This is an optimization exercise on Yosys and OpenROAD, whose aim is small area and few clock cycles, not a production implementation.
Where RTL was checked, it was by simulation tests only, not by an equivalence proof against the original.
Only the layout flow was run in run 2; the RTL was not checked for function there.
Power figures rest on the tool's default switching activity, not on a simulated workload.

$ cat flow/design.v
module xbee_codec (
    input  wire        clk,
    input  wire        rst,           
    input  wire        t_valid,
    input  wire [31:0] t_word,
    output wire        t_ready,
    input  wire        h_valid,
    input  wire [31:0] h_word,
    output wire        h_ready,
    output wire        txo_valid,
    output wire [7:0]  txo_byte,
    output wire        evt_valid,
    output wire [35:0] evt_data,
    output reg         disp_valid,
    output wire [39:0] disp_rec,
    output wire        rxd_valid,
    output wire        rxd_first,
    output wire [7:0]  rxd_byte,
    output wire        csro_valid,
    output wire [15:0] csro_data
);
    localparam [2:0] S_IDLE = 3'd0, S_SEEK = 3'd1, S_LEN_HI = 3'd2, S_LEN_LO = 3'd3,
                     S_PAYLOAD = 3'd4, S_CHECKSUM = 3'd5, S_DISPATCH = 3'd6, S_STOPPED = 3'd7;
    localparam [2:0] K_GENERIC = 3'd0, K_DATA = 3'd1, K_IO = 3'd2, K_MODEM = 3'd3, K_DISC = 3'd4;
    localparam [2:0] E_INVDELIM = 3'd1, E_INCOMPLETE = 3'd2, E_CKSUM = 3'd3,
                     E_MALFORMED = 3'd4, E_CONNLOST = 3'd5;
    reg        ctrl_esc, ctrl_rsync;
    reg        st_txerr, st_badcmd, st_connlost;
    reg [2:0]  rx_state;
    reg        rx_lesc, rx_lrsync, rx_epend;
    reg [15:0] rx_len, rx_cnt;
    reg [7:0]  rx_sum;
    reg [7:0]  rx_d0, rx_d1;     
    reg        rx_disc;          
    reg        tx_state, tx_lesc;
    reg [15:0] tx_rem;
    reg [7:0]  tx_sum;
    reg [7:0]  drec_ft;
    reg [2:0]  drec_kind;
    reg        drec_known, drec_fidv;
    reg [7:0]  drec_fid;
    reg [15:0] drec_len;
    reg [15:0] cnt_frames, cnt_invdelim, cnt_incomplete, cnt_cksum, cnt_malformed;
    reg        up;               
    reg        connlost_pend;
    reg        disp_w, disp_l, disp_dlv;
    localparam [2:0] P_IDLE = 3'd0, P_SOF = 3'd1, P_LHI = 3'd2, P_LLO = 3'd3,
                     P_DAT = 3'd4, P_CK = 3'd5;
    reg [2:0]  tx_ph;
    reg        tx_half;          
    reg [7:0]  tx_b;             
    wire [3:0]  h_op   = h_word[31:28];
    wire        h_nop   = (h_word == 32'h0000_0000);
    wire        h_ack   = (h_word[31:1] == 31'h1800_0000);
    wire        h_txs   = (h_op == 4'h4) && (h_word[27:16] == 12'h000);
    wire        h_txd   = (h_op == 4'h5) && (h_word[27:8] == 20'h00000);
    wire        h_csrw  = (h_op == 4'h6) && (h_word[27:24] == 4'h0);
    wire        h_csrr  = (h_op == 4'h7) && (h_word[27:24] == 4'h0) && (h_word[15:0] == 16'h0000);
    wire        h_start = (h_word == 32'h8000_0000);
    wire        h_sreset= (h_word == 32'h9000_0000);
    wire        h_rsvd  = !(h_nop || h_ack || h_txs || h_txd || h_csrw || h_csrr || h_start || h_sreset);
    wire [7:0]  h_addr  = h_word[23:16];
    wire        t_nop   = (t_word == 32'h0000_0000);
    wire        t_byte  = (t_word[31:8] == 24'h100000);
    wire        t_close = (t_word == 32'h2000_0000);
    wire        t_rsvd  = !(t_nop || t_byte || t_close);
    wire [7:0]  t_b     = t_word[7:0];
    wire [7:0]  tx_sum_n = tx_sum + h_word[7:0];
    wire [15:0] tx_rem_n = tx_rem - 16'd1;
    wire        tx_last  = (tx_rem == 16'h0001);
    reg [7:0] tx_x;
    always @(*) begin
        case (tx_ph)
            P_SOF:   tx_x = 8'h7E;
            P_LHI:   tx_x = tx_rem[15:8];
            P_LLO:   tx_x = tx_rem[7:0];
            P_DAT:   tx_x = tx_b;
            default: tx_x = ~tx_sum;
        endcase
    end
    wire tx_esc = tx_lesc && (tx_ph != P_SOF) && (tx_ph != P_IDLE) &&
                  (tx_x == 8'h7E || tx_x == 8'h7D || tx_x == 8'h11 || tx_x == 8'h13);
    wire tx_split = tx_esc && !tx_half;                  
    wire tx_ck    = (tx_ph == P_LLO || tx_ph == P_DAT) && !tx_state;
    wire tx_free  = (tx_ph == P_IDLE) || (!tx_split && !tx_ck && tx_ph != P_SOF && tx_ph != P_LHI);
    assign txo_valid = (tx_ph != P_IDLE);
    assign txo_byte  = tx_split ? 8'h7D : (tx_esc ? (tx_x ^ 8'h20) : tx_x);
    assign h_ready = up && (tx_free || !(h_txs || h_txd || h_sreset));
    assign t_ready = up && !h_valid && (rx_state != S_DISPATCH);
    wire h_fire = h_valid && h_ready;
    wire t_fire = t_valid && t_ready;
    function [12:0] ft_info;     
        input [7:0] ft;
        begin
            case (ft)
                8'h00: ft_info = {1'b1, K_GENERIC, 1'b1, 8'd11};
                8'h01: ft_info = {1'b1, K_GENERIC, 1'b1, 8'd5};
                8'h08: ft_info = {1'b1, K_GENERIC, 1'b1, 8'd4};
                8'h09: ft_info = {1'b1, K_GENERIC, 1'b1, 8'd4};
                8'h10: ft_info = {1'b1, K_GENERIC, 1'b1, 8'd14};
                8'h11: ft_info = {1'b1, K_GENERIC, 1'b1, 8'd20};
                8'h17: ft_info = {1'b1, K_GENERIC, 1'b1, 8'd15};
                8'h2D: ft_info = {1'b1, K_GENERIC, 1'b1, 8'd3};
                8'h80: ft_info = {1'b1, K_DATA,    1'b0, 8'd11};
                8'h81: ft_info = {1'b1, K_DATA,    1'b0, 8'd5};
                8'h82: ft_info = {1'b1, K_IO,      1'b0, 8'd11};
                8'h83: ft_info = {1'b1, K_IO,      1'b0, 8'd5};
                8'h88: ft_info = {1'b1, K_GENERIC, 1'b1, 8'd5};
                8'h89: ft_info = {1'b1, K_GENERIC, 1'b1, 8'd3};
                8'h8A: ft_info = {1'b1, K_MODEM,   1'b0, 8'd2};
                8'h8B: ft_info = {1'b1, K_GENERIC, 1'b1, 8'd7};
                8'h90: ft_info = {1'b1, K_DATA,    1'b0, 8'd12};
                8'h91: ft_info = {1'b1, K_DATA,    1'b0, 8'd18};
                8'h92: ft_info = {1'b1, K_IO,      1'b0, 8'd12};
                8'h97: ft_info = {1'b1, K_GENERIC, 1'b1, 8'd15};
                8'hAD: ft_info = {1'b1, K_GENERIC, 1'b0, 8'd2};
                8'hFF: ft_info = {1'b1, K_GENERIC, 1'b0, 8'd1};
                default: ft_info = {1'b0, K_GENERIC, 1'b0, 8'd0};
            endcase
        end
    endfunction
    wire rx_body = (rx_state == S_LEN_HI) || (rx_state == S_LEN_LO) ||
                   (rx_state == S_PAYLOAD) || (rx_state == S_CHECKSUM);
    wire [7:0]  rx_v       = (rx_lesc && rx_epend) ? (t_b ^ 8'h20) : t_b;
    wire        rx_len_nz  = (rx_len != 16'h0000);
    wire [12:0] cls_info   = ft_info(rx_d0);
    wire        cls_known  = cls_info[12];
    wire [2:0]  cls_class  = cls_info[11:9];
    wire        cls_hasfid = cls_info[8];
    wire [7:0]  cls_minlen = cls_info[7:0];
    wire        cls_disc   = (rx_d0 == 8'h88) && (rx_len >= 16'd4) && rx_disc;
    wire [2:0]  cls_kind   = cls_disc ? K_DISC : cls_class;
    wire        cls_fidv   = cls_known && cls_hasfid && (rx_len >= 16'd2);
    wire        cls_malformed = !rx_len_nz ||
                                (cls_known && (rx_len < {8'h00, cls_minlen}));
    reg [4:0] h_sel;
    always @(*) begin
        case (h_addr)
            8'h00: h_sel = 5'd1;
            8'h01: h_sel = 5'd2;
            8'h02: h_sel = 5'd3;
            8'h03: h_sel = 5'd4;
            8'h04: h_sel = 5'd5;
            8'h05: h_sel = 5'd6;
            8'h06: h_sel = 5'd7;
            8'h07: h_sel = 5'd8;
            8'h08: h_sel = 5'd9;
            8'h09: h_sel = 5'd10;
            8'h10: h_sel = 5'd16;
            8'h11: h_sel = 5'd17;
            8'h12: h_sel = 5'd18;
            8'h13: h_sel = 5'd19;
            8'h14: h_sel = 5'd20;
            default: h_sel = 5'd0;
        endcase
    end
    assign disp_rec = {disp_dlv, disp_w, disp_l, drec_fidv, drec_known, drec_kind,
                       drec_ft, drec_fid, drec_len};
    wire rx_resync = rx_lesc && rx_lrsync && (t_b == 8'h7E);
    wire rx_escst  = rx_lesc && !rx_epend && (t_b == 8'h7D);
    wire rx_ckok   = ((rx_sum + rx_v) == 8'hFF);
    reg        c_inc;
    reg [2:0]  c_idx;
    always @(*) begin
        c_inc = 1'b0;
        c_idx = 3'd2;
        if (t_fire && rx_body && (t_close || (t_byte && rx_resync))) begin
            c_inc = 1'b1;                        
        end else if (t_fire && t_byte && rx_state == S_SEEK && t_b != 8'h7E) begin
            c_inc = 1'b1;                        
            c_idx = 3'd1;
        end else if (t_fire && t_byte && rx_state == S_CHECKSUM && !rx_escst) begin
            c_inc = 1'b1;
            c_idx = !rx_ckok ? 3'd3 : (cls_malformed ? 3'd4 : 3'd0);
        end
    end
    wire ev_lost = t_fire && t_close && (rx_state == S_IDLE || rx_state == S_SEEK);
    assign evt_valid = connlost_pend || ev_lost || (c_inc && c_idx != 3'd0);
    wire [2:0] evt_code = (connlost_pend || ev_lost) ? E_CONNLOST : c_idx;
    reg [31:0] evt_f;
    always @(*) begin
        case (evt_code)
            E_INVDELIM:   evt_f = {24'h0, t_b};
            E_INCOMPLETE: evt_f = {27'h0, t_byte, rx_epend, rx_state};
            E_CKSUM:      evt_f = {rx_v, ~rx_sum, rx_len};
            E_MALFORMED:  evt_f = {7'h0, rx_len_nz, rx_len_nz ? rx_d0 : 8'h00, rx_len};
            default:      evt_f = 32'h0;
        endcase
    end
    assign evt_data = {1'b0, evt_code, evt_f};
    assign rxd_valid = t_fire && t_byte && (rx_state == S_PAYLOAD) && !rx_resync && !rx_escst;
    assign rxd_first = (rx_cnt == 16'h0000);
    assign rxd_byte  = rx_v;
    assign csro_valid = h_fire && h_csrr;
    wire [4:0] csr_sel = t_valid ? {2'b10, c_idx} : h_sel;
    reg [15:0] csr_rdata;
    always @(*) begin
        case (csr_sel)
            5'd1:  csr_rdata = {14'h0, ctrl_rsync, ctrl_esc};
            5'd2:  csr_rdata = {6'h0, tx_lesc, rx_lesc, st_connlost, st_badcmd, st_txerr,
                                tx_state, rx_epend, rx_state};
            5'd3:  csr_rdata = rx_len;
            5'd4:  csr_rdata = rx_cnt;
            5'd5:  csr_rdata = {8'h00, rx_sum};
            5'd6:  csr_rdata = tx_rem;
            5'd7:  csr_rdata = {8'h00, tx_sum};
            5'd8:  csr_rdata = {3'h0, drec_fidv, drec_known, drec_kind, drec_ft};
            5'd9:  csr_rdata = {8'h00, drec_fid};
            5'd10: csr_rdata = drec_len;
            5'd16: csr_rdata = cnt_frames;
            5'd17: csr_rdata = cnt_invdelim;
            5'd18: csr_rdata = cnt_incomplete;
            5'd19: csr_rdata = cnt_cksum;
            5'd20: csr_rdata = cnt_malformed;
            default: csr_rdata = 16'h0000;
        endcase
    end
    wire [15:0] cnt_inc = csr_rdata + 16'd1;
    assign csro_data = csr_rdata;
    task reset_state;
        begin
            ctrl_esc <= 1'b0; ctrl_rsync <= 1'b0;
            st_txerr <= 1'b0; st_badcmd <= 1'b0; st_connlost <= 1'b0;
            rx_state <= S_IDLE; rx_lesc <= 1'b0; rx_lrsync <= 1'b0; rx_epend <= 1'b0;
            rx_len <= 16'h0; rx_cnt <= 16'h0; rx_sum <= 8'h0;
            tx_state <= 1'b0; tx_lesc <= 1'b0; tx_rem <= 16'h0; tx_sum <= 8'h0;
            drec_ft <= 8'h0; drec_kind <= K_GENERIC; drec_known <= 1'b0; drec_fidv <= 1'b0;
            drec_fid <= 8'h0; drec_len <= 16'h0;
            cnt_frames <= 16'h0; cnt_invdelim <= 16'h0; cnt_incomplete <= 16'h0;
            cnt_cksum <= 16'h0; cnt_malformed <= 16'h0;
        end
    endtask
    task open_frame;
        begin
            rx_lesc   <= ctrl_esc;
            rx_lrsync <= ctrl_rsync;
            rx_len    <= 16'h0;
            rx_cnt    <= 16'h0;
            rx_sum    <= 8'h0;
            rx_epend  <= 1'b0;
            rx_state  <= S_LEN_HI;
        end
    endtask
    always @(posedge clk) begin
        disp_valid <= 1'b0;
        if (rst) begin
            reset_state;
            tx_ph         <= P_IDLE;
            tx_half       <= 1'b0;
            connlost_pend <= 1'b0;
            up            <= 1'b0;
        end else begin
            up <= 1'b1;
            if (c_inc) begin
                case (c_idx)
                    3'd0:    cnt_frames     <= cnt_inc;
                    3'd1:    cnt_invdelim   <= cnt_inc;
                    3'd2:    cnt_incomplete <= cnt_inc;
                    3'd3:    cnt_cksum      <= cnt_inc;
                    default: cnt_malformed  <= cnt_inc;
                endcase
            end
            if (tx_split) begin
                tx_half <= 1'b1;
            end else begin
                tx_half <= 1'b0;
                case (tx_ph)
                    P_SOF:   tx_ph <= P_LHI;
                    P_LHI:   tx_ph <= P_LLO;
                    P_CK:    tx_ph <= P_IDLE;
                    default: tx_ph <= tx_ck ? P_CK : P_IDLE;
                endcase
            end
            if (connlost_pend) begin
                connlost_pend <= 1'b0;
            end
            if (h_fire) begin
                if (h_rsvd) begin
                    st_badcmd <= 1'b1;
                end else if (h_ack) begin
                    if (rx_state != S_DISPATCH) begin
                        st_badcmd <= 1'b1;
                    end else begin
                        disp_valid <= 1'b1;
                        disp_dlv   <= 1'b1;
                        disp_w     <= h_word[0];
                        disp_l     <= (!h_word[0]) || (drec_kind == K_DATA);
                        rx_state   <= S_SEEK;
                    end
                end else if (h_txs) begin
                    if (tx_state) begin
                        st_txerr <= 1'b1;
                    end else begin
                        tx_ph    <= P_SOF;
                        tx_lesc  <= ctrl_esc;
                        tx_sum   <= 8'h00;
                        tx_rem   <= h_word[15:0];
                        tx_state <= (h_word[15:0] != 16'h0000);
                    end
                end else if (h_txd) begin
                    if (!tx_state) begin
                        st_txerr <= 1'b1;
                    end else begin
                        if (tx_last)
                            tx_state <= 1'b0;
                        tx_ph    <= P_DAT;
                        tx_b     <= h_word[7:0];
                        tx_sum   <= tx_sum_n;
                        tx_rem   <= tx_rem_n;
                    end
                end else if (h_csrw) begin
                    if (h_addr == 8'h00) begin
                        ctrl_esc   <= h_word[0];
                        ctrl_rsync <= h_word[1];
                    end else if (h_addr == 8'h01) begin
                        if (h_word[5]) st_txerr    <= 1'b0;
                        if (h_word[6]) st_badcmd   <= 1'b0;
                        if (h_word[7]) st_connlost <= 1'b0;
                    end else begin
                        st_badcmd <= 1'b1;
                    end
                end else if (h_csrr) begin
                    if (h_sel == 5'd0) st_badcmd <= 1'b1;
                end else if (h_start) begin
                    if (rx_state == S_IDLE || rx_state == S_STOPPED) begin
                        rx_len   <= 16'h0;
                        rx_cnt   <= 16'h0;
                        rx_sum   <= 8'h0;
                        rx_epend <= 1'b0;
                        rx_state <= S_SEEK;
                    end
                end else if (h_sreset) begin
                    reset_state;
                end
            end
            if (t_fire) begin
                if (t_rsvd) begin
                    st_badcmd <= 1'b1;
                end else if (t_close) begin
                    if (rx_body) begin
                        rx_epend       <= 1'b0;
                        connlost_pend  <= 1'b1;
                        st_connlost    <= 1'b1;
                        rx_state       <= S_STOPPED;
                    end else if (rx_state == S_IDLE || rx_state == S_SEEK) begin
                        st_connlost <= 1'b1;
                        rx_state    <= S_STOPPED;
                    end
                end else if (t_byte) begin
                    if (rx_state == S_SEEK) begin
                        if (t_b == 8'h7E) begin
                            open_frame;
                        end else begin
                        end
                    end else if (rx_body) begin
                        if (rx_lesc && rx_lrsync && t_b == 8'h7E) begin
                            open_frame;
                        end else if (rx_lesc && !rx_epend && t_b == 8'h7D) begin
                            rx_epend <= 1'b1;
                        end else begin
                            rx_epend <= 1'b0;
                            case (rx_state)
                                S_LEN_HI: begin
                                    rx_len   <= {rx_v, 8'h00};
                                    rx_state <= S_LEN_LO;
                                end
                                S_LEN_LO: begin
                                    rx_len   <= {rx_len[15:8], rx_v};
                                    rx_state <= ({rx_len[15:8], rx_v} == 16'h0000) ? S_CHECKSUM
                                                                                   : S_PAYLOAD;
                                end
                                S_PAYLOAD: begin
                                    if (rx_cnt == 16'd0) rx_d0 <= rx_v;
                                    if (rx_cnt == 16'd1) rx_d1 <= rx_v;
                                    if (rx_cnt == 16'd2) rx_disc <= (rx_v == 8'h4E);
                                    if (rx_cnt == 16'd3) rx_disc <= rx_disc && (rx_v == 8'h44);
                                    rx_sum    <= rx_sum + rx_v;
                                    rx_cnt    <= rx_cnt + 16'd1;
                                    if (rx_cnt + 16'd1 == rx_len)
                                        rx_state <= S_CHECKSUM;
                                end
                                default: begin   
                                    if (rx_sum + rx_v == 8'hFF) begin
                                        if (cls_malformed) begin
                                            rx_state      <= S_SEEK;
                                        end else begin
                                            drec_ft    <= rx_d0;
                                            drec_kind  <= cls_kind;
                                            drec_known <= cls_known;
                                            drec_fidv  <= cls_fidv;
                                            drec_fid   <= cls_fidv ? rx_d1 : 8'h00;
                                            drec_len   <= rx_len;
                                            disp_valid <= 1'b1;
                                            disp_dlv   <= 1'b0;
                                            disp_w     <= 1'b0;
                                            disp_l     <= 1'b0;
                                            rx_state   <= S_DISPATCH;
                                        end
                                    end else begin
                                        rx_state  <= S_SEEK;
                                    end
                                end
                            endcase
                        end
                    end
                end
            end
        end
    end
endmodule
$ cat flow/flow/run.sh
#!/bin/bash
# The standard layout (standard.sh), with two changes:
#  - the port buffers are sky130_fd_sc_hd__buf_1 (the standard flow picks a larger cell);
#  - CTS inserts no dummy loads.
# Every tool's output is in orfs/logs/ (ORFS's own per-step logs) and standard.log.
export BUFFER_PORTS_ARGS="-buffer_cell sky130_fd_sc_hd__buf_1"
export CTS_ARGS="-sink_clustering_enable -repair_clock_nets -dont_use_dummy_load"
bash standard.sh > standard.log 2>&1
$ cat flow/standard.sh
#!/bin/bash
# synth_recipe.tcl (not shown) runs the flow's synth.tcl, then flattens the netlist and writes it again
# the make line also repeats each setting of config.mk as NAME=value (left out here)
make -C /OpenROAD-flow-scripts/flow DESIGN_CONFIG=/design/flow/config.mk WORK_HOME=/design/flow/orfs CLKGATE_MAP_FILE= SYNTH_SCRIPT=/design/flow/synth_recipe.tcl "${@:-finish}"
$ cat flow/config.mk
export PLATFORM = sky130hd
export DESIGN_NAME = xbee_codec
export DESIGN_NICKNAME = xbee_codec
export VERILOG_FILES = /design/flow/design.v
export SDC_FILE = /design/flow/constraint.sdc
export NUM_CORES = 4
export LEC_CHECK = 0
export CAP_MARGIN = 20
export CORE_MARGIN = 2
export CORE_UTILIZATION = 60
export SLEW_MARGIN = 20
$ cat flow/constraint.sdc
create_clock -name core_clock -period 10.0 [get_ports {clk}]
set_input_delay 2.0000 -clock core_clock [delete_from_list [all_inputs] [get_ports {clk}]]
set_output_delay 2.0000 -clock core_clock [all_outputs]
set_load 0.01 [all_outputs]
==> results of run 1 <==
path summary, 6_finish.rpt:
check | from | to | slack, ns | cells past startpoint
hold / removal | cnt_incomplete[0] | cnt_incomplete[0] | 0.45 | 2
setup / recovery | t_word[0] | csro_data[3] | 1.29 | 14
hold reg to reg | cnt_incomplete[0] | cnt_incomplete[0] | 0.45 | 2
setup reg to reg | rx_d0[5] | cnt_cksum[6] | 3.60 | 20
cell type report:
cell class / count / area share
Clock buffer: 26 / 0.0396
Inverter: 39 / 0.00890
Multi-Input combinational cell: 1573 / 0.570
Sequential cell: 229 / 0.296
Tap cell: 324 / 0.0246
Timing Repair Buffer: 225 / 0.0614
power groups by stage:
stage	combinational (mW)	clock (mW)	sequential [mW]
floorplan	0.0568	0	0.952
global placement	0.0931	0	0.952
detailed placement	0.0951	0	0.952
CTS	0.0952	0.813	0.933
global route	0.105	0.845	0.932
finish	0.0992	0.821	0.932
cell usage after synthesis (all sizes together) (12+ instances only):
cell type and count:
a211oi 22, a21o 12, a21oi 201, a221o 13
a22o 23, a22oi 46, a31oi 19, and2 25
and3 44, buf 39, clkbuf 95, dfxtp 201
edfxtp 28, ha 29, inv 39, nand2 276
nand2b 18, nand3 127, nand3b 15, nand4 39
nor2 169, nor2b 15, nor3 62, nor4 36
o211ai 20, o21ai 101, o22ai 17, xnor2 30
xor2 27
through the flow:
step	utilization	setup slack (ns)	power [mW]	area (um^2)	hold WS, ns
floorplan	-	2.59	1.01	14900	0.425
global placement	0.647	1.74	1.05	15800	0.436
detailed placement	0.648	1.51	1.05	15800	0.446
CTS	0.674	1.43	1.84	16400	0.453
global route	0.674	1.12	1.88	16400	0.468
finish	0.674	1.29	1.85	16400	0.455
routing by layer:
| metal | track usage | share of wire |
|---|---|---|
| met5 | 0 | 0 |
| met4 | 0.293 | 0.082 |
| met3 | 0.100 | 0.13 |
| met2 | 0.692 | 0.43 |
| met1 | 0.591 | 0.36 |
worst max-delay path, delay by kind of cell:
kind / cells / cell delay, ns
adders and majority gates: 2 / 0.56
AOI/OAI and AO/OA: 5 / 2.02
muxes: 1 / 0.32
and+or+nand+nor: 3 / 1.03
buffers and inverters: 3 / 0.77
cells by family after synthesis:
| family | count (synthesis) |
|---|---|
| simple gates | 888 |
| compound gates | 582 |
| flops | 229 |
| buf+inv | 173 |
| xor+xnor | 57 |
| fa+ha+maj | 31 |
| mux | 14 |
| other cells | 1 |
state kept, by name, indices dropped and copies added (netlist names), 3 cells and up:
register / count
cnt_invdelim: 16
rx_len: 16
cnt_cksum: 16
rx_d1: 8
tx_sum: 8
drec_fid: 8
rx_d0: 8
drec_len: 16
tx_b: 8
rx_cnt: 16
tx_rem: 16
cnt_malformed: 16
rx_state: 3
cnt_incomplete: 16
drec_ft: 8
cnt_frames: 16
drec_kind: 3
rx_sum: 8
tx_ph: 3
==> summary.md, run 1 <==
| Metric | Value |
|---|---|
| Status | `complete, no violations` |
| Post-layout instance count excluding filler cells | `2416` |
| Switching power as a share of total power | `0.239` |
| CTS H-tree lvls | `1` |
| Die height | `162 um` |
| List of cells traversed by the critical path | `buf_1, ha_1, fa_1, a211oi_1, or4b_1, nand4_1, nor2b_1, a31oi_1, o21ai_1, mux2i_1, o2bb2ai_1, a2111oi_2, inv_2, buf_1` |
| Final estimated routing congestion in global placement | `1.09` |
| Post-Place Cells | `2390` |
| Simple-gate portion of the synthesized area | `0.296` |
| Most frequent cells in the layout | `275 x sky130_fd_sc_hd__nand2_1, 201 x sky130_fd_sc_hd__dfxtp_1, 199 x sky130_fd_sc_hd__a21oi_1` |
| Global router's overall resource usage | `0.457` |
| Multiplexer share of the synthesized area | `0.00979` |
| Post-route ant nets | `0` |
| Area fraction of the dominant cell type after synthesis | `0.269` |
| Most common library cell in the layout ignoring fill and taps | `sky130_fd_sc_hd__nand2_1` |
| Initial Util | `0.613` |
| Clock buffer count from CTS | `26` |
| Total via count after detailed routing | `17300` |
| TritonCTS clock tree | `built` |
| Most common cell on crit path | `sky130_fd_sc_hd__buf_1` |
| Core region area | `24400 um^2` |
| Cells after synthesis | `1975` |
| Complex-gate fraction of the synthesized area | `0.259` |
| Final setup violation count | `0` |
| Power share of the clock group | `0.443` |
| Number of optimization iterations in the first detailed-route pass | `9` |
| Period utilization | `0.871` |
| Number of slew-limit violations in the final report | `0` |
| Clock-pin transition on the worst setup and hold timing paths | `0.06 ns` |
| Internal portion of total power | `1.41 mW` |
| Largest net degree at the start of global routing | `68` |
| Clk Latency, worst-skew pair | `0.55 ns` |
| Synthesized-area fraction occupied by xor and xnor cells | `0.0339` |
| Area of the die | `26200 um^2` |
| Post-detailed-placement half-perimeter wirelength | `46000 um` |
| Per-cell routed wire length | `25.7 um` |
| Post-synthesis cell area | `14900 um^2` |
| Pwr/cell area | `113 nW/um^2` |
| Yosys cell types | `94` |
| Number of synthesized flops with an enable pin | `28` |
| Total clock sinks | `229` |
| CTS resizes | `0` |
| Setup_tns | `0 ns` |
| Post-Synthesis Mean Instance Area | `7.57 um^2` |
| Post-synthesis register bit count | `229` |
| Share of async-settable or async-resettable flops after synthesis | `0` |
| Layout cells sized above 1 | `0.0583` |
| Arrival @ worst endpoint | `6.71 ns` |
| Via-per-instance ratio | `7.14` |
| Max Fanout on Critical Path | `12` |
| Total of warnings raised by yosys | `1` |
| Adder-cell area share of the yosys netlist | `0.0270` |
| Remaining routing DRC violations | `0` |
| Leading cell types by total area after synthesis | `sky130_fd_sc_hd__dfxtp_1 27%, sky130_fd_sc_hd__nand2_1 6.9%, sky130_fd_sc_hd__a21oi_1 6.7%, sky130_fd_sc_hd__edfxtp_1 5.6%, sky130_fd_sc_hd__nor2_1 4.2%` |
| Rows | `57` |
| Number of maximum-capacitance violations | `0` |
| Area growth from synthesis to final layout | `10.0%` |
| Startpoint types | `input pin` |
| RSZ-0062 raised after global routing | `false` |
| Number of antenna violations at the first check in global routing | `0` |
| Count of hold-fix buffers inserted at cts | `0` |
| Chip width | `162 um` |
| Top Ports | `184` |
| Worst setup path category | `in -> out` |
| Data required time at the worst endpoint | `8.00 ns` |
| Final-stage net count | `2193` |
| Post-route minimum period | `8.71 ns` |
| Relative contribution of sequential cells to total power | `0.503` |
| Setup crit end kind | `primary output` |
| Worst-case clock buffer depth | `3` |
| Peak Freq | `115 MHz` |
| Master cell of the clock root buffer | `sky130_fd_sc_hd__clkbuf_16` |
| Proportion of synthesized chip area in sequential cells | `0.325` |
| Final wirelength | `62000 um` |
| DR iter-0 viols | `2931` |
| Post-synth top flop | `sky130_fd_sc_hd__dfxtp_1` |
| Maximum cell stage delay along the critical path | `0.92 ns` |
| Number of buffers inserted by port buffering | `182` |
| Worst supply voltage drop on vdd | `0.129 mV` |
| Slowest-stage cell, CP | `sky130_fd_sc_hd__o21ai_1` |
| Worst slew slack as a fraction of its limit | `0.228` |
| Post-Syn Nets | `2074` |
| Post-CTS Repair Setup Buffers | `0` |
| Number of global-route vias before repair | `15600` |
| Post-synthesis cell type with the largest combined area | `sky130_fd_sc_hd__dfxtp_1` |
| Fill count | `2142` |
| Dominant combinational cell family by area after synthesis | `simple AND/OR/NAND/NOR gates` |
| Switch Pwr | `0.443 mW` |
| Multi-input combinational cell area | `9370 um^2` |
| Diode count | `0` |
| Hold/Removal Path Class | `reg -> reg` |
| Remaining global-route overflow | `0` |
| Worst clock skew | `0.0248 ns` |
| Share of power burned in combinational logic | `0.054` |
| Final hold viol count | `0` |
| Global-route wire length before repair | `92800 um` |
| Total leakage power | `5.76 nW` |
| Transition time at the pin with the least slew margin | `1.15 ns` |
| Sequential cell area | `4860 um^2` |
Testbench counts, summed over its fixed seeds: cycles 12,356.
==> run 2: changes to the inputs <==
--- a/flow/design.v
+++ b/flow/design.v
@@ -68,3 +68,2 @@
     wire [7:0]  tx_sum_n = tx_sum + h_word[7:0];
-    wire [15:0] tx_rem_n = tx_rem - 16'd1;
     wire        tx_last  = (tx_rem == 16'h0001);
@@ -194,3 +193,4 @@
     assign csro_valid = h_fire && h_csrr;
-    wire [4:0] csr_sel = t_valid ? {2'b10, c_idx} : h_sel;
+    wire [4:0] csr_sel = t_valid ? (c_inc ? {2'b10, c_idx} : 5'd4) :
+                         (h_txd ? 5'd11 : h_sel);
     reg [15:0] csr_rdata;
@@ -205,2 +205,3 @@
             5'd6:  csr_rdata = tx_rem;
+            5'd11: csr_rdata = ~tx_rem;
             5'd7:  csr_rdata = {8'h00, tx_sum};
@@ -218,2 +219,3 @@
     wire [15:0] cnt_inc = csr_rdata + 16'd1;
+    wire [15:0] tx_rem_n = ~cnt_inc;
     assign csro_data = csr_rdata;
@@ -377,4 +379,4 @@
                                     rx_sum    <= rx_sum + rx_v;
-                                    rx_cnt    <= rx_cnt + 16'd1;
-                                    if (rx_cnt + 16'd1 == rx_len)
+                                    rx_cnt    <= cnt_inc;
+                                    if (cnt_inc == rx_len)
                                         rx_state <= S_CHECKSUM;
==> flow/flow/run.sh (replaced) <==
#!/bin/bash
# The standard layout (standard.sh), with four changes:
#  - synthesis maps logic with an area-oriented ABC script (flow/synth_area.tcl);
#  - the port buffers are sky130_fd_sc_hd__buf_1 (the standard flow picks a larger cell);
#  - CTS builds the tree from sky130_fd_sc_hd__clkbuf_4;
#  - CTS inserts no dummy loads.
# Every tool's output is in orfs/logs/ (ORFS's own per-step logs) and standard.log.
set -e
export FLOW_FLOW_DIR=$(pwd)/flow
export BUFFER_PORTS_ARGS="-buffer_cell sky130_fd_sc_hd__buf_1"
export CTS_ARGS="-sink_clustering_enable -repair_clock_nets -dont_use_dummy_load -buf_list sky130_fd_sc_hd__clkbuf_4"
sed "s#SYNTH_SCRIPT=[^ ]*#SYNTH_SCRIPT=$FLOW_FLOW_DIR/synth_area.tcl#" standard.sh > flow_standard.sh
grep -q "SYNTH_SCRIPT=$FLOW_FLOW_DIR/synth_area.tcl" flow_standard.sh
bash flow_standard.sh > standard.log 2>&1
==> flow/flow/abc_area.script (new file) <==
&get -n
&st
&syn2
&dch -f
&nf -R 1000
&st
&syn2
&dch -f
&nf -R 1000
&st
&dch -f
&nf -R 1000
&put
topo
==> flow/flow/synth_area.tcl (new file) <==
# The standard flow's synthesis (synth_recipe.tcl), with ABC mapping the logic for area:
# every abc call uses flow/abc_area.script in place of ORFS's speed script.
# Registers are mapped before ABC runs, so they are the standard synthesis's.
proc abc {args} {
  set i [lsearch $args -script]
  if { $i >= 0 } {
    lset args [expr { $i + 1 }] [file normalize $::env(FLOW_FLOW_DIR)/abc_area.script]
  }
  yosys abc {*}$args
}
source $::env(FLOW_FLOW_DIR)/../synth_recipe.tcl
==> run 2 against run 1 <==
Against the previous run: sequential share of layout area up 5.0 points; combinational power down 14%; die area fell by 17%; register-to-register slack worse by 1.6 ns; still clean on timing, DRC and antenna.
==> summary.md, run 2 <==
| Metric | Value |
|---|---|
| Total clock sinks | `229 (unchanged)` |
| Initial Util | `0.610 (-0.00299)` |
| Area of the die | `21700 um^2 (-17%)` |
| Post-Place Cells | `2013 (-16%)` |
| Final wirelength | `49700 um (-20%)` |
| Post-route ant nets | `0 (unchanged)` |
| Rows | `52 (-8.8%)` |
| Complex-gate fraction of the synthesized area | `0.282 (+0.0235)` |
| Clk Latency, worst-skew pair | `0.71 ns (+0.16 ns)` |
| Routed length on met3 | `6550 um (-18%)` |
| Highest routed layer | `met5` |
| Die height | `147 um (-9.1%)` |
| Worst supply voltage drop on vdd | `0.106 mV (-18%)` |
| Setup crit end kind | `register` |
| Via-per-instance ratio | `6.92 (-3.1%)` |
| DR iter-0 viols | `2037 (-31%)` |
| Reg-to-reg endpoint | `rx_state[2]` |
| Hold Path End | `drec_fid[2]` |
| Crit path max-delay family | `compound AO/OA/AOI/OAI gates` |
| Master cell of the clock root buffer | `sky130_fd_sc_hd__clkbuf_4` |
| Hold/Removal Path Class | `reg -> reg` |
| Largest net degree at the start of global routing | `67 (-1.5%)` |
| Maximum cell stage delay along the critical path | `0.67 ns (-0.25 ns)` |
| Slowest-stage cell, CP | `sky130_fd_sc_hd__xnor2_1` |
| Layout cells sized above 1 | `0.0627 (+0.00439)` |
| Number of synthesized flops with an enable pin | `28 (unchanged)` |
| Remaining routing DRC violations | `0 (unchanged)` |
| Multiplexer share of the synthesized area | `0.00326 (-0.00654)` |
| Per-cell routed wire length | `24.0 um (-6.5%)` |
| Post-detailed-placement half-perimeter wirelength | `36100 um (-22%)` |
| Adder-cell area share of the yosys netlist | `0.0267 (-0.000302)` |
| Most common library cell in the layout ignoring fill and taps | `sky130_fd_sc_hd__nor2_1` |
| Final-stage net count | `1897 (-13%)` |
| Dominant combinational cell family by area after synthesis | `compound AO/OA/AOI/OAI gates` |
| Number of buffers inserted by port buffering | `182 (unchanged)` |
| Final setup violation count | `0 (unchanged)` |
| Area fraction of the dominant cell type after synthesis | `0.327 (+0.0579)` |
| Post-synthesis cell area | `12300 um^2 (-18%)` |
| Clock-pin transition on the worst setup and hold timing paths | `0.06 ns (about the same)` |
| Post-route minimum period | `8.81 ns (+0.0953 ns)` |
| Setup_tns | `0 ns (unchanged)` |
| Worst clock skew | `0.0894 ns (+0.0646 ns)` |
| Count of hold-fix buffers inserted at cts | `0 (unchanged)` |
| Chip width | `147 um (-9.1%)` |
| R2R setup slack | `1.98 ns (-1.62 ns)` |
| Wire length on met2 | `21300 um (-19%)` |
| Worst slew slack as a fraction of its limit | `0.265 (+0.0374)` |
| Share of async-settable or async-resettable flops after synthesis | `0 (unchanged)` |
| Number of antenna violations at the first check in global routing | `2 (+2)` |
| Cells after synthesis | `1528 (-23%)` |
| Global router's overall resource usage | `0.449 (-0.00816)` |
| Area of placed instances | `13600 um^2 (-14%)` |
| CTS resizes | `0 (unchanged)` |
| Commonest cells in the netlist | `265 x sky130_fd_sc_hd__nor2_1, 201 x sky130_fd_sc_hd__dfxtp_1, 154 x sky130_fd_sc_hd__nand2_1` |
| Number of maximum-capacitance violations | `0 (unchanged)` |
| Final hold viol count | `0 (unchanged)` |
| Peak Freq | `114 MHz (-1.1%)` |
| Pwr/cell area | `116 nW/um^2 (+2.9%)` |
| Most common cell on crit path | `sky130_fd_sc_hd__a21oi_1` |
| Total via count after detailed routing | `14300 (-17%)` |
| Data required time at the worst endpoint | `10.55 ns (+2.55 ns)` |
| Post-layout instance count excluding filler cells | `2073 (-14%)` |
| Yosys cell types | `59 (-37%)` |
| Period utilization | `0.881 (+0.00953)` |
| Worst-case clock buffer depth | `3 (unchanged)` |
| Post-CTS Repair Setup Buffers | `0 (unchanged)` |
| Total leakage power | `4.80 nW (-17%)` |
| Simple-gate portion of the synthesized area | `0.249 (-0.0472)` |
| CTS H-tree lvls | `2 (+1)` |
| Max Fanout on Critical Path | `13 (+1)` |
| Final estimated routing congestion in global placement | `1.02 (-7.3%)` |
| Post-synthesis cell type with the largest combined area | `sky130_fd_sc_hd__dfxtp_1` |
| Worst reg2reg path depth | `35 (+75%)` |
| CP Buf/Inv Count | `2 (-1)` |
| Clock buffer count from CTS | `59 (+130%)` |
| Instance count along the most critical hold path | `2 (unchanged)` |
| Transition time at the pin with the least slew margin | `1.09 ns (-0.0540 ns)` |
| Post-Syn Nets | `1621 (-22%)` |
| Most frequent cells in the layout | `263 x sky130_fd_sc_hd__nor2_1, 201 x sky130_fd_sc_hd__dfxtp_1, 181 x sky130_fd_sc_hd__buf_1` |
| Number of slew-limit violations in the final report | `0 (unchanged)` |
| Non-Filler Cell Area, Final | `14100 um^2 (-15%)` |
| FF-to-FF Start | `rx_d0[5]` |
| TritonCTS clock tree | `built` |
| Top Ports | `184 (unchanged)` |
| Worst Min Path Start | `rx_d1[2]` |
| Finished Core Util | `0.697 (+0.0224)` |
| Top-count cell post-synth | `sky130_fd_sc_hd__nor2_1` |
| Startpoint types | `input pin` |
| Worst-case hold slack | `0.481 ns (+0.0266 ns)` |
| Synthesized-area fraction occupied by xor and xnor cells | `0.0256 (-0.00827)` |
| Met1 wire length | `18500 um (-18%)` |
| Core region area | `20200 um^2 (-17%)` |
| Post-synthesis register bit count | `229 (unchanged)` |
| Global-route wire length before repair | `76200 um (-18%)` |
| Leading cell types by total area after synthesis | `sky130_fd_sc_hd__dfxtp_1 33%, sky130_fd_sc_hd__nor2_1 8.1%, sky130_fd_sc_hd__edfxtp_1 6.8%, sky130_fd_sc_hd__a22oi_1 5.8%, sky130_fd_sc_hd__a21oi_1 5.1%` |
| Status | `complete, no violations` |
| Number of global-route vias before repair | `13500 (-13%)` |
| Post-synth top flop | `sky130_fd_sc_hd__dfxtp_1` |
| Post-Synthesis Mean Instance Area | `8.05 um^2 (+6.4%)` |
| Fill count | `1764 (-18%)` |
| Total of warnings raised by yosys | `1 (unchanged)` |
| Number of optimization iterations in the first detailed-route pass | `9 (unchanged)` |
| Worst setup path category | `in -> reg` |
| Arrival @ worst endpoint | `9.36 ns (+2.65 ns)` |
| Proportion of synthesized chip area in sequential cells | `0.395 (+0.0700)` |
| Remaining global-route overflow | `0 (unchanged)` |
| RSZ-0062 raised after global routing | `false` |
| Area growth from synthesis to final layout | `14.2%` |
==> run 2: cell type report <==
| type | instances | area [um^2] | share of cell area |
|---|---|---|---|
| Inverter | 33 | 124 | 0.00881 |
| Multi-Input combinational cell | 1253 | 7250 | 0.516 |
| Tap cell | 270 | 338 | 0.0240 |
| Clock buffer | 59 | 443 | 0.0315 |
| Timing Repair Buffer | 228 | 1030 | 0.0735 |
| Sequential cell | 229 | 4860 | 0.346 |
| Antenna cell | 1 | 2.50 | 0.000178 |
==> run 2: power by group <==
part,switching (mW),internal (mW)
registers,0.00118,0.931
clock network,0.345,0.265
logic,0.0619,0.0238
total,0.409,1.22
==> run 2: worst reg2reg max path: cells and delay by family, from the launching register on <==
family	cells	cell delay (ns)
AO/OA/AOI/OAI	19	3.43
XOR/XNOR	1	0.20
adder cells (fa/ha/maj)	2	0.75
flip-flops	1	0.50
AND/OR/NAND/NOR	13	3.03
==> run 2: cell families after synthesis <==
kind of cell	Yosys count
AND/OR/NAND/NOR	664
buffers and inverters	46
flip-flops	229
other	1
adder cells (fa/ha/maj)	25
XOR/XNOR	36
AO/OA/AOI/OAI	523
multiplexers	4
==> run 2: per-layer routing <==
layer,track usage,vias to the layer above
li1,-,6405
met1,0.590,6547
met5,0,-
met4,0.264,2
met3,0.103,266
met2,0.678,1129
==> run 2: stage by stage <==
step	power [mW]	setup WS [ns]
after detailed placement	1.03	0.738
after global routing	1.68	0.477
after global placement	1.03	0.923
after CTS	1.63	1.32
after floorplan	0.987	0.138
final	1.63	1.19
==> run 2: how the worst max path moves through the flow <==
stage,start,to,slack [ns],depth (start not counted)
floorplan,t_word[9],rx_state[2],0.14,27
global placement,t_word[9],rx_state[2],0.92,34
detailed placement,t_word[1],rx_state[2],0.74,34
CTS,t_word[15],csro_data[0],1.32,17
global route,t_word[15],rx_state[2],0.48,35
finish,t_word[1],rx_state[2],1.19,35
==> run 3: changes to the inputs <==
--- a/flow/design.v
+++ b/flow/design.v
@@ -45,3 +45,3 @@
     reg        connlost_pend;
-    reg        disp_w, disp_l, disp_dlv;
+    reg        disp_w, disp_dlv;
     localparam [2:0] P_IDLE = 3'd0, P_SOF = 3'd1, P_LHI = 3'd2, P_LLO = 3'd3,
@@ -155,3 +155,3 @@
     end
-    assign disp_rec = {disp_dlv, disp_w, disp_l, drec_fidv, drec_known, drec_kind,
+    assign disp_rec = {disp_dlv, disp_w, disp_dlv && (!disp_w || drec_kind == K_DATA), drec_fidv, drec_known, drec_kind,
                        drec_ft, drec_fid, drec_len};
@@ -288,3 +288,2 @@
                         disp_w     <= h_word[0];
-                        disp_l     <= (!h_word[0]) || (drec_kind == K_DATA);
                         rx_state   <= S_SEEK;
@@ -397,3 +396,2 @@
                                             disp_w     <= 1'b0;
-                                            disp_l     <= 1'b0;
                                             rx_state   <= S_DISPATCH;
--- a/flow/flow/run.sh
+++ b/flow/flow/run.sh
@@ -4,3 +4,3 @@
 #  - the port buffers are sky130_fd_sc_hd__buf_1 (the standard flow picks a larger cell);
-#  - CTS builds the tree from sky130_fd_sc_hd__clkbuf_4;
+#  - CTS builds the tree from sky130_fd_sc_hd__clkbuf_8, in clusters of up to 16 sinks;
 #  - CTS inserts no dummy loads.
@@ -10,3 +10,3 @@
 export BUFFER_PORTS_ARGS="-buffer_cell sky130_fd_sc_hd__buf_1"
-export CTS_ARGS="-sink_clustering_enable -repair_clock_nets -dont_use_dummy_load -buf_list sky130_fd_sc_hd__clkbuf_4"
+export CTS_ARGS="-sink_clustering_enable -repair_clock_nets -dont_use_dummy_load -buf_list sky130_fd_sc_hd__clkbuf_8 -sink_clustering_size 16 -sink_clustering_max_diameter 60"
 sed "s#SYNTH_SCRIPT=[^ ]*#SYNTH_SCRIPT=$FLOW_FLOW_DIR/synth_area.tcl#" standard.sh > flow_standard.sh
--- a/flow/config.mk
+++ b/flow/config.mk
@@ -10,2 +10,3 @@
 export CORE_UTILIZATION = 60
+export GPL_TIMING_DRIVEN = 0
 export SLEW_MARGIN = 20
==> run 3 against run 2 <==
Against the previous run: non-clock buffer count increased by 6; synthesized cell count down 1.6%; routed wire length is 2.0% lower; clock-buffer cell count fell by 39; area after synthesis decreased by 1.6%; die area is 1.5% lower; clock skew is 0.035 ns lower; sequential share of layout area is 0.64 points lower; worst setup slack got worse by 0.91 ns; global-route usage shrank 1.1 points; critical path depth is 2 lower.
==> summary.md, run 3 <==
| Metric | Value |
|---|---|
| Status | `complete, no violations` |
| Worst setup path endpoint | `rx_state[2]` |
| Area growth from synthesis to final layout | `17.5%` |
| Remaining global-route overflow | `0 (unchanged)` |
| Post-detailed-placement half-perimeter wirelength | `34600 um (-4.2%)` |
| Post-Synthesis Mean Instance Area | `8.05 um^2 (about the same)` |
| Max Fanout on Critical Path | `13 (unchanged)` |
| Period utilization | `0.972 (+0.0914)` |
| Final setup violation count | `0 (unchanged)` |
| Post-synthesis cell area | `12100 um^2 (-1.6%)` |
| Number of slew-limit violations in the final report | `0 (unchanged)` |
| Number of maximum-capacitance violations | `0 (unchanged)` |
| Total clock sinks | `228 (-0.44%)` |
| R2R setup slack | `1.05 ns (-0.93 ns)` |
| Final wirelength | `48700 um (-2.0%)` |
| Worst reg2reg path depth | `34 (-2.9%)` |
| Worst slew slack as a fraction of its limit | `0.325 (+0.0601)` |
| Per-cell routed wire length | `24.2 um (+0.95%)` |
| Cells after synthesis | `1504 (-1.6%)` |
| Worst-case hold slack | `0.474 ns (-0.00690 ns)` |
| Most common cell on crit path | `sky130_fd_sc_hd__a21oi_1` |
| Global router's overall resource usage | `0.438 (-0.0113)` |
| Startpoint types | `input pin` |
| Hold/Removal Path Class | `reg -> reg` |
| Number of global-route vias before repair | `13000 (-4.1%)` |
| Number of optimization iterations in the first detailed-route pass | `11 (+2)` |
| Die height | `146 um (-0.77%)` |
| FF-to-FF Start | `rx_d0[6]` |
| CTS H-tree lvls | `1 (-1)` |
| Clock-pin transition on the worst setup and hold timing paths | `0.11 ns (+0.05 ns)` |
| Post-Syn Nets | `1596 (-1.5%)` |
| Core region area | `19700 um^2 (-2.6%)` |
| Master cell of the clock root buffer | `sky130_fd_sc_hd__clkbuf_8` |
| Area fraction of the dominant cell type after synthesis | `0.332 (+0.00527)` |
| Post-route minimum period | `9.72 ns (+0.914 ns)` |
| Finished Core Util | `0.724 (+0.0272)` |
| Slowest-stage cell, CP | `sky130_fd_sc_hd__or4_1` |
| Share of async-settable or async-resettable flops after synthesis | `0 (unchanged)` |
| Global-route wire length before repair | `73600 um (-3.4%)` |
| Yosys cell types | `58 (-1.7%)` |
| Top-count cell post-synth | `sky130_fd_sc_hd__dfxtp_1` |
| Data required time at the worst endpoint | `10.41 ns (-0.14 ns)` |
| TritonCTS clock tree | `built` |
| Worst setup path category | `in -> reg` |
| Worst-case clock buffer depth | `3 (unchanged)` |
| DR iter-0 viols | `2252 (+11%)` |
| Worst supply voltage drop on vdd | `0.107 mV (+0.20%)` |
| Leading cell types by total area after synthesis | `sky130_fd_sc_hd__dfxtp_1 33%, sky130_fd_sc_hd__a21oi_1 7.3%, sky130_fd_sc_hd__edfxtp_1 6.7%, sky130_fd_sc_hd__a22oi_1 6.4%, sky130_fd_sc_hd__o21ai_0 6.0%` |
| Remaining routing DRC violations | `0 (unchanged)` |
| Crit path from | `t_word[1]` |
| Number of buffers inserted by port buffering | `182 (unchanged)` |
| Total leakage power | `4.82 nW (+0.30%)` |
| Final hold viol count | `0 (unchanged)` |
| Initial Util | `0.616 (+0.00606)` |
| Area of the die | `21300 um^2 (-1.5%)` |
| Top Ports | `184 (unchanged)` |
| Post-route ant nets | `0 (unchanged)` |
| Largest net degree at the start of global routing | `37 (-45%)` |
| Final-stage net count | `1841 (-3.0%)` |
| Clock buffer count from CTS | `20 (-66%)` |
| Final estimated routing congestion in global placement | `1.01 (-0.62%)` |
| Post-synth top flop | `sky130_fd_sc_hd__dfxtp_1` |
| Worst clock skew | `0.0548 ns (-0.0346 ns)` |
| Layout cells sized above 1 | `0.0801 (+0.0174)` |
| Most frequent cells in the layout | `201 x sky130_fd_sc_hd__dfxtp_1, 176 x sky130_fd_sc_hd__a21oi_1, 174 x sky130_fd_sc_hd__buf_1` |
| Number of antenna violations at the first check in global routing | `0 (-2)` |
| Transition time at the pin with the least slew margin | `0.999 ns (-0.0948 ns)` |
| Most common library cell in the layout ignoring fill and taps | `sky130_fd_sc_hd__dfxtp_1` |
| Total of warnings raised by yosys | `1 (unchanged)` |
| Maximum cell stage delay along the critical path | `0.67 ns (about the same)` |
| Arrival @ worst endpoint | `10.13 ns (+0.77 ns)` |
| Post-synthesis register bit count | `228 (-0.44%)` |
| Fill count | `1643 (-6.9%)` |
| Pwr/cell area | `105 nW/um^2 (-9.5%)` |
| Clk Latency, worst-skew pair | `0.56 ns (-0.15 ns)` |
| Rows | `51 (-1.9%)` |
| Peak Freq | `103 MHz (-9.4%)` |
| Reg-to-reg endpoint | `rx_state[2]` |
| Via-per-instance ratio | `6.97 (+0.75%)` |
| Proportion of synthesized chip area in sequential cells | `0.399 (+0.00390)` |
| Total via count after detailed routing | `14000 (-2.2%)` |
| Chip width | `146 um (-0.77%)` |
| Number of synthesized flops with an enable pin | `27 (-3.6%)` |
| Commonest cells in the netlist | `201 x sky130_fd_sc_hd__dfxtp_1, 183 x sky130_fd_sc_hd__nor2_1, 177 x sky130_fd_sc_hd__a21oi_1` |
| Setup crit end kind | `register` |
| Post-synthesis cell type with the largest combined area | `sky130_fd_sc_hd__dfxtp_1` |
## run 3: cell types whose count changed in the layout (fill, tap and decap cells not counted), sizes merged, moves of 19 or more
cell,before,now
nor2,265,183
a21oi,125,177
a211oi,65,12
o21ai,99,144
or3,8,27
clkbuf,60,21
## run 3: how the worst min path moves through the flow
stage | startpoint | end | slack [ns] | cells past startpoint
floorplan | rx_cnt[12] | rx_cnt[12] | 0.43 | 2
global placement | rx_cnt[4] | rx_cnt[4] | 0.45 | 2
detailed placement | rx_cnt[7] | rx_cnt[7] | 0.46 | 2
CTS | rx_cnt[7] | rx_cnt[7] | 0.47 | 2
global route | rx_cnt[3] | rx_cnt[3] | 0.49 | 2
finish | rx_cnt[7] | rx_cnt[7] | 0.47 | 2
## run 3: logic make-up (layout without fill, tap and decap cells)
logic type	Yosys count	in the layout	share of synthesized area
DFF	228	228	0.399
AOI/OAI and AO/OA	546	546	0.282
adders and majority gates	24	24	0.0260
and+or+nand+nor	622	623	0.246
xor gates and xnor gates	37	37	0.0268
muxes	4	4	0.00331
buffers and inverters	42	284	0.0167
other	1	2	0.000310
## run 3: final cells by class
| cell class | instances | area (um^2) | share of cell area |
|---|---|---|---|
| multi-input combinational | 1235 | 7430 | 0.522 |
| sequential | 228 | 4830 | 0.340 |
| timing repair buffer | 222 | 1150 | 0.0812 |
| tap | 265 | 332 | 0.0233 |
| clock buffer | 20 | 275 | 0.0193 |
| inverter | 30 | 113 | 0.00791 |
| buffer | 12 | 90.1 | 0.00633 |
| antenna | 1 | 2.50 | 0.000176 |
## run 3: per-stage QoR
stage	setup TNS, ns	area (um^2)	std cells	power (mW)	setup slack, ns
floorplan	0	12100	1504	0.974	0.141
global placement	-170.72	13100	1951	1.01	-3.15
detailed placement	-16.18	13500	1969	1.02	-2.25
CTS	0	14100	2002	1.48	0.0187
global route	-0.0581	14200	2012	1.52	-0.0581
finish	0	14200	2013	1.49	0.277
## run 3: critical path: cells and delay by family
family / cells / cell delay [ns]
buffers and inverters: 1 / 0.43
adders and majority gates: 1 / 0.31
xor gates and xnor gates: 3 / 0.58
and+or+nand+nor: 15 / 4.45
AOI/OAI and AO/OA: 13 / 2.34
## run 3: power by group
group	total, mW	leakage (nW)	internal [mW]	switching [mW]
registers	0.926	1.86	0.925	0.00108
logic	0.0807	2.81	0.0260	0.0547
clock network	0.485	0.144	0.180	0.305
total	1.49	4.82	1.13	0.361
## run 3: routing by layer
layer | vias up | wire length [um] | track usage
li1 | 6213 | - | -
met1 | 6413 | 17700 | 0.575
met2 | 1161 | 20600 | 0.663
met3 | 251 | 7130 | 0.116
met4 | 0 | 3310 | 0.233
met5 | - | 0 | 0
## run 3: timing repair
item                       4_1_cts  5_1_grt
hold buffers                     0        0
buffers inserted                12        9
cloned                           1        0
setup endpoints to repair       15        2
pin swaps                        7        6
resized for setup               42       28
Testbench counts of run 3, summed over its fixed seeds: cycles 12,356.
==> run 4: changes to the inputs <==
--- a/flow/config.mk
+++ b/flow/config.mk
@@ -10,3 +10,2 @@
 export CORE_UTILIZATION = 60
-export GPL_TIMING_DRIVEN = 0
 export SLEW_MARGIN = 20
==> run 4 against run 3 <==
Against the previous run: still clean on timing, DRC and antenna; sequential power barely moved; maximum frequency increased by 2.1%; worst setup slack gained 0.20 ns; power increased by 1.1%; area after synthesis unchanged; sequential cell count did not move; worst hold slack better by 0.014 ns; final cell count up 0.15%; largest cell class unchanged.
==> summary.md, run 4 <==
| Metric | Value |
|---|---|
| Setup_tns | `0 ns (unchanged)` |
| TritonCTS clock tree | `built` |
| Rows | `51 (unchanged)` |
| Met3 Track Usage GR | `0.118 (+0.00250)` |
| Startpoint types | `input pin` |
| Core region area | `19700 um^2 (unchanged)` |
| Worst-case hold slack | `0.489 ns (+0.0144 ns)` |
| Transition time at the pin with the least slew margin | `0.987 ns (-0.0125 ns)` |
| Worst-case clock buffer depth | `3 (unchanged)` |
| Chip width | `146 um (unchanged)` |
| Total leakage power | `4.71 nW (-2.3%)` |
| Multi-input combinational cell area | `7140 um^2 (-3.9%)` |
| CTS resizes | `0 (-100%)` |
| Layout cells sized above 1 | `0.0508 (-0.0293)` |
| Final-stage net count | `1845 (+0.22%)` |
| CTS H-tree lvls | `1 (unchanged)` |
| Post-Syn Nets | `1596 (unchanged)` |
| Proportion of synthesized chip area in sequential cells | `0.399 (unchanged)` |
| Switching power as a share of total power | `0.243 (+0.000734)` |
| Diode count | `0 (-1)` |
| Number of global-route vias before repair | `12900 (-0.34%)` |
| Worst supply voltage drop on vdd | `0.0810 mV (-24%)` |
| Share of power burned in combinational logic | `0.048 (-0.006)` |
| Initial Util | `0.616 (unchanged)` |
| Area growth from synthesis to final layout | `14.2%` |
| Final wirelength | `50000 um (+2.6%)` |
| Number of slew-limit violations in the final report | `0 (unchanged)` |
| Post-route worst setup slack | `0.480 ns (+0.203 ns)` |
| Post-Synthesis Mean Instance Area | `8.05 um^2 (unchanged)` |
| Post-route ant nets | `0 (unchanged)` |
| Total via count after detailed routing | `14200 (+1.2%)` |
| Relative contribution of sequential cells to total power | `0.614 (-0.007)` |
| Non-Filler Cell Area, Final | `13800 um^2 (-2.9%)` |
| Arrival @ worst endpoint | `9.96 ns (-0.17 ns)` |
| Setup crit end kind | `register` |
| Hold/Removal Path Class | `reg -> reg` |
| Top Ports | `184 (unchanged)` |
| GRT met2 Usage | `0.692 (+0.0300)` |
| Peak Freq | `105 MHz (+2.1%)` |
| Clk Latency, worst-skew pair | `0.56 ns (about the same)` |
| Area of placed instances | `13500 um^2 (about the same)` |
| Pre-CTS setup slack | `0.278 ns (+2.53 ns)` |
| Switch Pwr | `0.366 mW (+1.4%)` |
| Yosys cell types | `58 (unchanged)` |
| RSZ-0062 raised after global routing | `false` |
| Internal portion of total power | `1.14 mW (+1.0%)` |
| Remaining routing DRC violations | `0 (unchanged)` |
| Data required time at the worst endpoint | `10.44 ns (+0.03 ns)` |
| Number of maximum-capacitance violations | `0 (unchanged)` |
| Number of optimization iterations in the first detailed-route pass | `9 (-2)` |
| Period utilization | `0.952 (-0.0203)` |
| Number of antenna violations at the first check in global routing | `0 (unchanged)` |
| Total of warnings raised by yosys | `1 (unchanged)` |
| Top Usage Layer GRT | `met2` |
| Via-per-instance ratio | `7.05 (+1.1%)` |
| Post-CTS Repair Setup Buffers | `0 (-12)` |
| Post-synthesis cell type with the largest combined area | `sky130_fd_sc_hd__dfxtp_1` |
| Share of async-settable or async-resettable flops after synthesis | `0 (unchanged)` |
| Clock-pin transition on the worst setup and hold timing paths | `0.10 ns (about the same)` |
| Max Fanout on Critical Path | `12 (-1)` |
| Commonest cells in the netlist | `201 x sky130_fd_sc_hd__dfxtp_1, 183 x sky130_fd_sc_hd__nor2_1, 177 x sky130_fd_sc_hd__a21oi_1` |
| Most frequent cells in the layout | `201 x sky130_fd_sc_hd__dfxtp_1, 181 x sky130_fd_sc_hd__nor2_1, 180 x sky130_fd_sc_hd__buf_1` |
| Global-route wire length before repair | `75500 um (+2.6%)` |
| Final setup violation count | `0 (unchanged)` |
| Fill count | `1655 (+0.73%)` |
| Leading cell types by total area after synthesis | `sky130_fd_sc_hd__dfxtp_1 33%, sky130_fd_sc_hd__a21oi_1 7.3%, sky130_fd_sc_hd__edfxtp_1 6.7%, sky130_fd_sc_hd__a22oi_1 6.4%, sky130_fd_sc_hd__o21ai_0 6.0%` |
| Final estimated routing congestion in global placement | `1.01 (-0.17%)` |
| Top-count cell post-synth | `sky130_fd_sc_hd__dfxtp_1` |
| Cells after synthesis | `1504 (unchanged)` |
| Worst clock skew | `0.0582 ns (+0.00338 ns)` |
| Pwr/cell area | `109 nW/um^2 (+4.1%)` |
| Slowest-stage cell, CP | `sky130_fd_sc_hd__o21ai_0` |
| Die height | `146 um (unchanged)` |
| Worst slew slack as a fraction of its limit | `0.335 (+0.0101)` |
| Per-cell routed wire length | `24.8 um (+2.4%)` |
| Master cell of the clock root buffer | `sky130_fd_sc_hd__clkbuf_8` |
| Most common cell on crit path | `sky130_fd_sc_hd__a21oi_1` |
| Worst setup path category | `in -> reg` |
| Met1 global-route usage | `0.595 (+0.0199)` |
| Power share of the clock group | `0.338 (+0.013)` |
| Total clock sinks | `228 (unchanged)` |
| Status | `complete, no violations` |
| Post-synthesis register bit count | `228 (unchanged)` |
| Number of buffers inserted by port buffering | `182 (unchanged)` |
| R2R setup slack | `1.12 ns (+0.07 ns)` |
| Most common library cell in the layout ignoring fill and taps | `sky130_fd_sc_hd__dfxtp_1` |
| Maximum cell stage delay along the critical path | `0.79 ns (+0.12 ns)` |
| DR iter-0 viols | `2210 (-1.9%)` |
| Area of the die | `21300 um^2 (unchanged)` |
| Remaining global-route overflow | `0 (unchanged)` |
| Post-detailed-placement half-perimeter wirelength | `36500 um (+5.7%)` |
| Final hold viol count | `0 (unchanged)` |
| Sequential cell area | `4830 um^2 (unchanged)` |
| Largest net degree at the start of global routing | `71 (+92%)` |
| Count of hold-fix buffers inserted at cts | `0 (unchanged)` |
| Number of synthesized flops with an enable pin | `27 (unchanged)` |
| Global router's overall resource usage | `0.450 (+0.0122)` |
| Clock buffer count from CTS | `22 (+10%)` |
| Post-route minimum period | `9.52 ns (-0.203 ns)` |
| Area fraction of the dominant cell type after synthesis | `0.332 (unchanged)` |
| Post-synthesis cell area | `12100 um^2 (unchanged)` |
| Post-synth top flop | `sky130_fd_sc_hd__dfxtp_1` |
## run 4: area by class of cell
cell class / count / area share
Clock buffer: 22 / 0.0219
Tap cell: 265 / 0.0240
Sequential cell: 228 / 0.350
Inverter: 30 / 0.00815
Timing Repair Buffer: 237 / 0.0797
Multi-Input combinational cell: 1234 / 0.516
## run 4: cells by family (layout without fill, tap and decap cells)
group / Yosys count / in the layout / share of synthesized area
and+or+nand+nor: 622 / 622 / 0.246
AOI/OAI and AO/OA: 546 / 546 / 0.282
DFF: 228 / 228 / 0.399
buffers and inverters: 42 / 289 / 0.0167
xor gates and xnor gates: 37 / 37 / 0.0268
adders and majority gates: 24 / 24 / 0.0260
muxes: 4 / 4 / 0.00331
other: 1 / 1 / 0.000310
## run 4: power groups by stage
stage	Clock, mW	Combinational [mW]	Sequential (mW)
6_report	0.510	0.0723	0.926
5_1_grt	0.538	0.0767	0.927
4_1_cts	0.506	0.0697	0.926
3_5_place_dp	0	0.0693	0.947
3_3_place_gp	0	0.0683	0.947
2_1_floorplan	0	0.0275	0.947
## run 4: final timing paths
| check | startpoint | cells past startpoint | endpoint |
|---|---|---|---|
| min reg2reg | rx_cnt[15] | 2 | rx_cnt[15] |
| min | rx_cnt[15] | 2 | rx_cnt[15] |
| max reg2reg | rx_d0[6] | 35 | rx_state[2] |
| max | t_word[0] | 32 | rx_state[2] |
## run 4: routing by layer
metal / routed length (um) / up-vias
met5: 0 / -
met4: 2940 / 0
met3: 7590 / 227
met2: 21400 / 1246
met1: 18100 / 6519
li1: - / 6216
## run 4: through the flow
| stage | cells | power [mW] | utilization |
|---|---|---|---|
| finish | 2016 | 1.51 | 0.703 |
| global route | 2016 | 1.54 | 0.703 |
| CTS | 2016 | 1.50 | 0.702 |
| detailed placement | 1994 | 1.02 | 0.687 |
| global placement | 1994 | 1.02 | 0.687 |
| floorplan | 1504 | 0.974 | - |
## run 4: critical path: cells and delay by family
kind	cells	cell delay, ns
AND/OR/NAND/NOR	13	3.35
AO/OA/AOI/OAI	12	2.98
adder cells (fa/ha/maj)	2	0.71
buffers and inverters	3	0.66
XOR/XNOR	2	0.23
==> run 5: changes to the inputs <==
--- a/flow/flow/run.sh
+++ b/flow/flow/run.sh
@@ -4,3 +4,3 @@
 #  - the port buffers are sky130_fd_sc_hd__buf_1 (the standard flow picks a larger cell);
-#  - CTS builds the tree from sky130_fd_sc_hd__clkbuf_8, in clusters of up to 16 sinks;
+#  - CTS builds the tree from sky130_fd_sc_hd__clkbuf_4, in clusters of up to 8 sinks;
 #  - CTS inserts no dummy loads.
@@ -10,3 +10,3 @@
 export BUFFER_PORTS_ARGS="-buffer_cell sky130_fd_sc_hd__buf_1"
-export CTS_ARGS="-sink_clustering_enable -repair_clock_nets -dont_use_dummy_load -buf_list sky130_fd_sc_hd__clkbuf_8 -sink_clustering_size 16 -sink_clustering_max_diameter 60"
+export CTS_ARGS="-sink_clustering_enable -repair_clock_nets -dont_use_dummy_load -buf_list sky130_fd_sc_hd__clkbuf_4 -sink_clustering_size 8 -sink_clustering_max_diameter 40"
 sed "s#SYNTH_SCRIPT=[^ ]*#SYNTH_SCRIPT=$FLOW_FLOW_DIR/synth_area.tcl#" standard.sh > flow_standard.sh
==> flow/flow/abc_area.script (replaced) <==
&get -n
&st
&dc2
&syn2
&dch -f
&nf -R 1000
&st
&dc2
&syn2
&dch -f
&nf -R 1000
&st
&dc2
&syn2
&dch -f
&nf -R 1000
&put
topo
==> run 5 against run 4 <==
Against the previous run: still clean; routed wire length shrank 3.0%; worst hold slack got worse by 0.044 ns; maximum frequency decreased by 0.72%; combinational power increased by 17%; sequential share of layout area grew 0.82 points; sequential cell count unchanged; largest power group unchanged.
==> summary.md, run 5 <==
| Metric | Value |
|---|---|
| Post-synth top flop | `sky130_fd_sc_hd__dfxtp_1` |
| Share of async-settable or async-resettable flops after synthesis | `0 (unchanged)` |
| Most common cell on crit path | `sky130_fd_sc_hd__nor2_1` |
| Post-Synthesis Mean Instance Area | `8.35 um^2 (+3.8%)` |
| Final estimated routing congestion in global placement | `1.02 (+1.2%)` |
| Worst reg2reg path depth | `34 (-2.9%)` |
| Initial Util | `0.610 (-0.00570)` |
| Final wirelength | `48500 um (-3.0%)` |
| Status | `complete, no violations` |
| Total clock sinks | `228 (unchanged)` |
| RSZ-0062 raised after global routing | `false` |
| Cells after synthesis | `1417 (-5.8%)` |
| Core region area | `19400 um^2 (-1.3%)` |
| Chip width | `144 um (-1.1%)` |
| Total via count after detailed routing | `13700 (-3.7%)` |
| Area fraction of the dominant cell type after synthesis | `0.340 (+0.00752)` |
| Worst setup path category | `in -> reg` |
| CTS resizes | `0 (unchanged)` |
| Data required time at the worst endpoint | `10.53 ns (+0.09 ns)` |
| Setup crit end kind | `register` |
| Global router's overall resource usage | `0.455 (+0.00551)` |
| Worst slew slack as a fraction of its limit | `0.124 (-0.211)` |
| DR iter-0 viols | `2039 (-7.7%)` |
| Setup_tns | `0 ns (unchanged)` |
| Instance count along the most critical hold path | `1 (-1)` |
| Rows | `51 (unchanged)` |
| Final setup violation count | `0 (unchanged)` |
| Pwr/cell area | `112 nW/um^2 (+2.7%)` |
| Post-synthesis cell area | `11800 um^2 (-2.2%)` |
| Number of synthesized flops with an enable pin | `27 (unchanged)` |
| Top Ports | `184 (unchanged)` |
| Total leakage power | `4.73 nW (+0.47%)` |
| Post-Syn Nets | `1509 (-5.5%)` |
| Number of slew-limit violations in the final report | `0 (unchanged)` |
| Number of antenna violations at the first check in global routing | `2 (+2)` |
| Final hold viol count | `0 (unchanged)` |
| Master cell of the clock root buffer | `sky130_fd_sc_hd__clkbuf_4` |
| Slowest-stage cell, CP | `sky130_fd_sc_hd__a2111oi_0` |
| Finished Core Util | `0.696 (-0.00713)` |
| Clock-pin transition on the worst setup and hold timing paths | `0.09 ns (about the same)` |
| Number of buffers inserted by port buffering | `182 (unchanged)` |
| Via-per-instance ratio | `7.05 (about the same)` |
| Number of optimization iterations in the first detailed-route pass | `7 (-2)` |
| Worst supply voltage drop on vdd | `0.0965 mV (+19%)` |
| Final-stage net count | `1769 (-4.1%)` |
| Hold/Removal Path Class | `reg -> reg` |
| Post-route minimum period | `9.59 ns (+0.0691 ns)` |
| Proportion of synthesized chip area in sequential cells | `0.408 (+0.00903)` |
| Count of hold-fix buffers inserted at cts | `0 (unchanged)` |
[run 5: per-stage QoR]
stage	cell area (um^2)	hold slack [ns]	cells
global placement	13200	0.438	1901
finish	13500	0.445	1942
detailed placement	13200	0.448	1901
floorplan	11800	0.436	1417
CTS	13500	0.439	1940
global route	13500	0.457	1941
[run 5: cell families after synthesis]
kind of cell | Yosys count | share of synthesized area
compound gates | 537 | 0.292
xor+xnor | 43 | 0.0318
fa+ha+maj | 24 | 0.0266
buf+inv | 36 | 0.0152
flops | 228 | 0.408
mux | 4 | 0.00349
other cells | 1 | 0.000317
simple gates | 544 | 0.222
[run 5: final cells by class]
cell class,count,area [um^2],area share
antenna,2,5.00,0.000371
clock buffer,39,293,0.0217
inverter,24,90.1,0.00667
multi-input combinational,1153,6890,0.511
sequential,228,4830,0.358
tap,265,332,0.0246
timing repair buffer,231,1050,0.0779
[run 5: final timing paths]
kind,slack [ns],from,endpoint
setup / recovery,0.41,t_word[0],rx_state[2]
hold / removal,0.44,rx_d1[6],drec_fid[6]
setup reg to reg,1.29,rx_d0[5],rx_state[2]
hold reg to reg,0.44,rx_d1[6],drec_fid[6]
[run 5: where the power goes]
part           internal, mW  switching [mW]
registers             0.925         0.00121
clock network         0.179           0.325
logic                0.0233          0.0612
[run 5: routing by layer]
layer / GRT usage / up-vias / part of all wire
li1: - / 5994 / -
met3: 0.137 / 213 / 0.15
met1: 0.613 / 6312 / 0.38
met5: 0 / - / 0
met2: 0.671 / 1169 / 0.42
met4: 0.211 / 0 / 0.054
[run 5: worst max-delay path: cells and delay by family]
family,cells,cell delay [ns]
XOR/XNOR,3,1.16
AO/OA/AOI/OAI,13,3.51
AND/OR/NAND/NOR,16,2.71
adder cells (fa/ha/maj),2,0.63
buffers and inverters,1,0.10

[re-timing with driven ports]
No port has a modelled driver above. Below, the same layouts with a new extraction and two added sets of constraints. Step 1: set_driving_cell puts a clkbuf_16 on clk and a buf_2 on each other input, an assumption about the parent block. Step 2 also shifts input and output timing later by t, the mid clock arrival at the registers, as if the neighbouring blocks saw the same clock. Slacks: ideal ports / drivers / drivers and shift; pairs: ideal ports / drivers.
run | shift t [ns] | slack for setup (ns)
run 1 | 0.589 | 1.286 / 1.263 / 1.263
run 2 | 0.710 | 1.191 / 1.207 / 0.497
run 3 | 0.580 | 0.277 / 0.299 / -0.280
run 4 | 0.574 | 0.480 / 0.503 / -0.071
run 5 | 0.667 | 0.411 / 0.430 / -0.237
Met with ideal ports but missed after step 2: setup timing in run 3, run 4 and run 5.
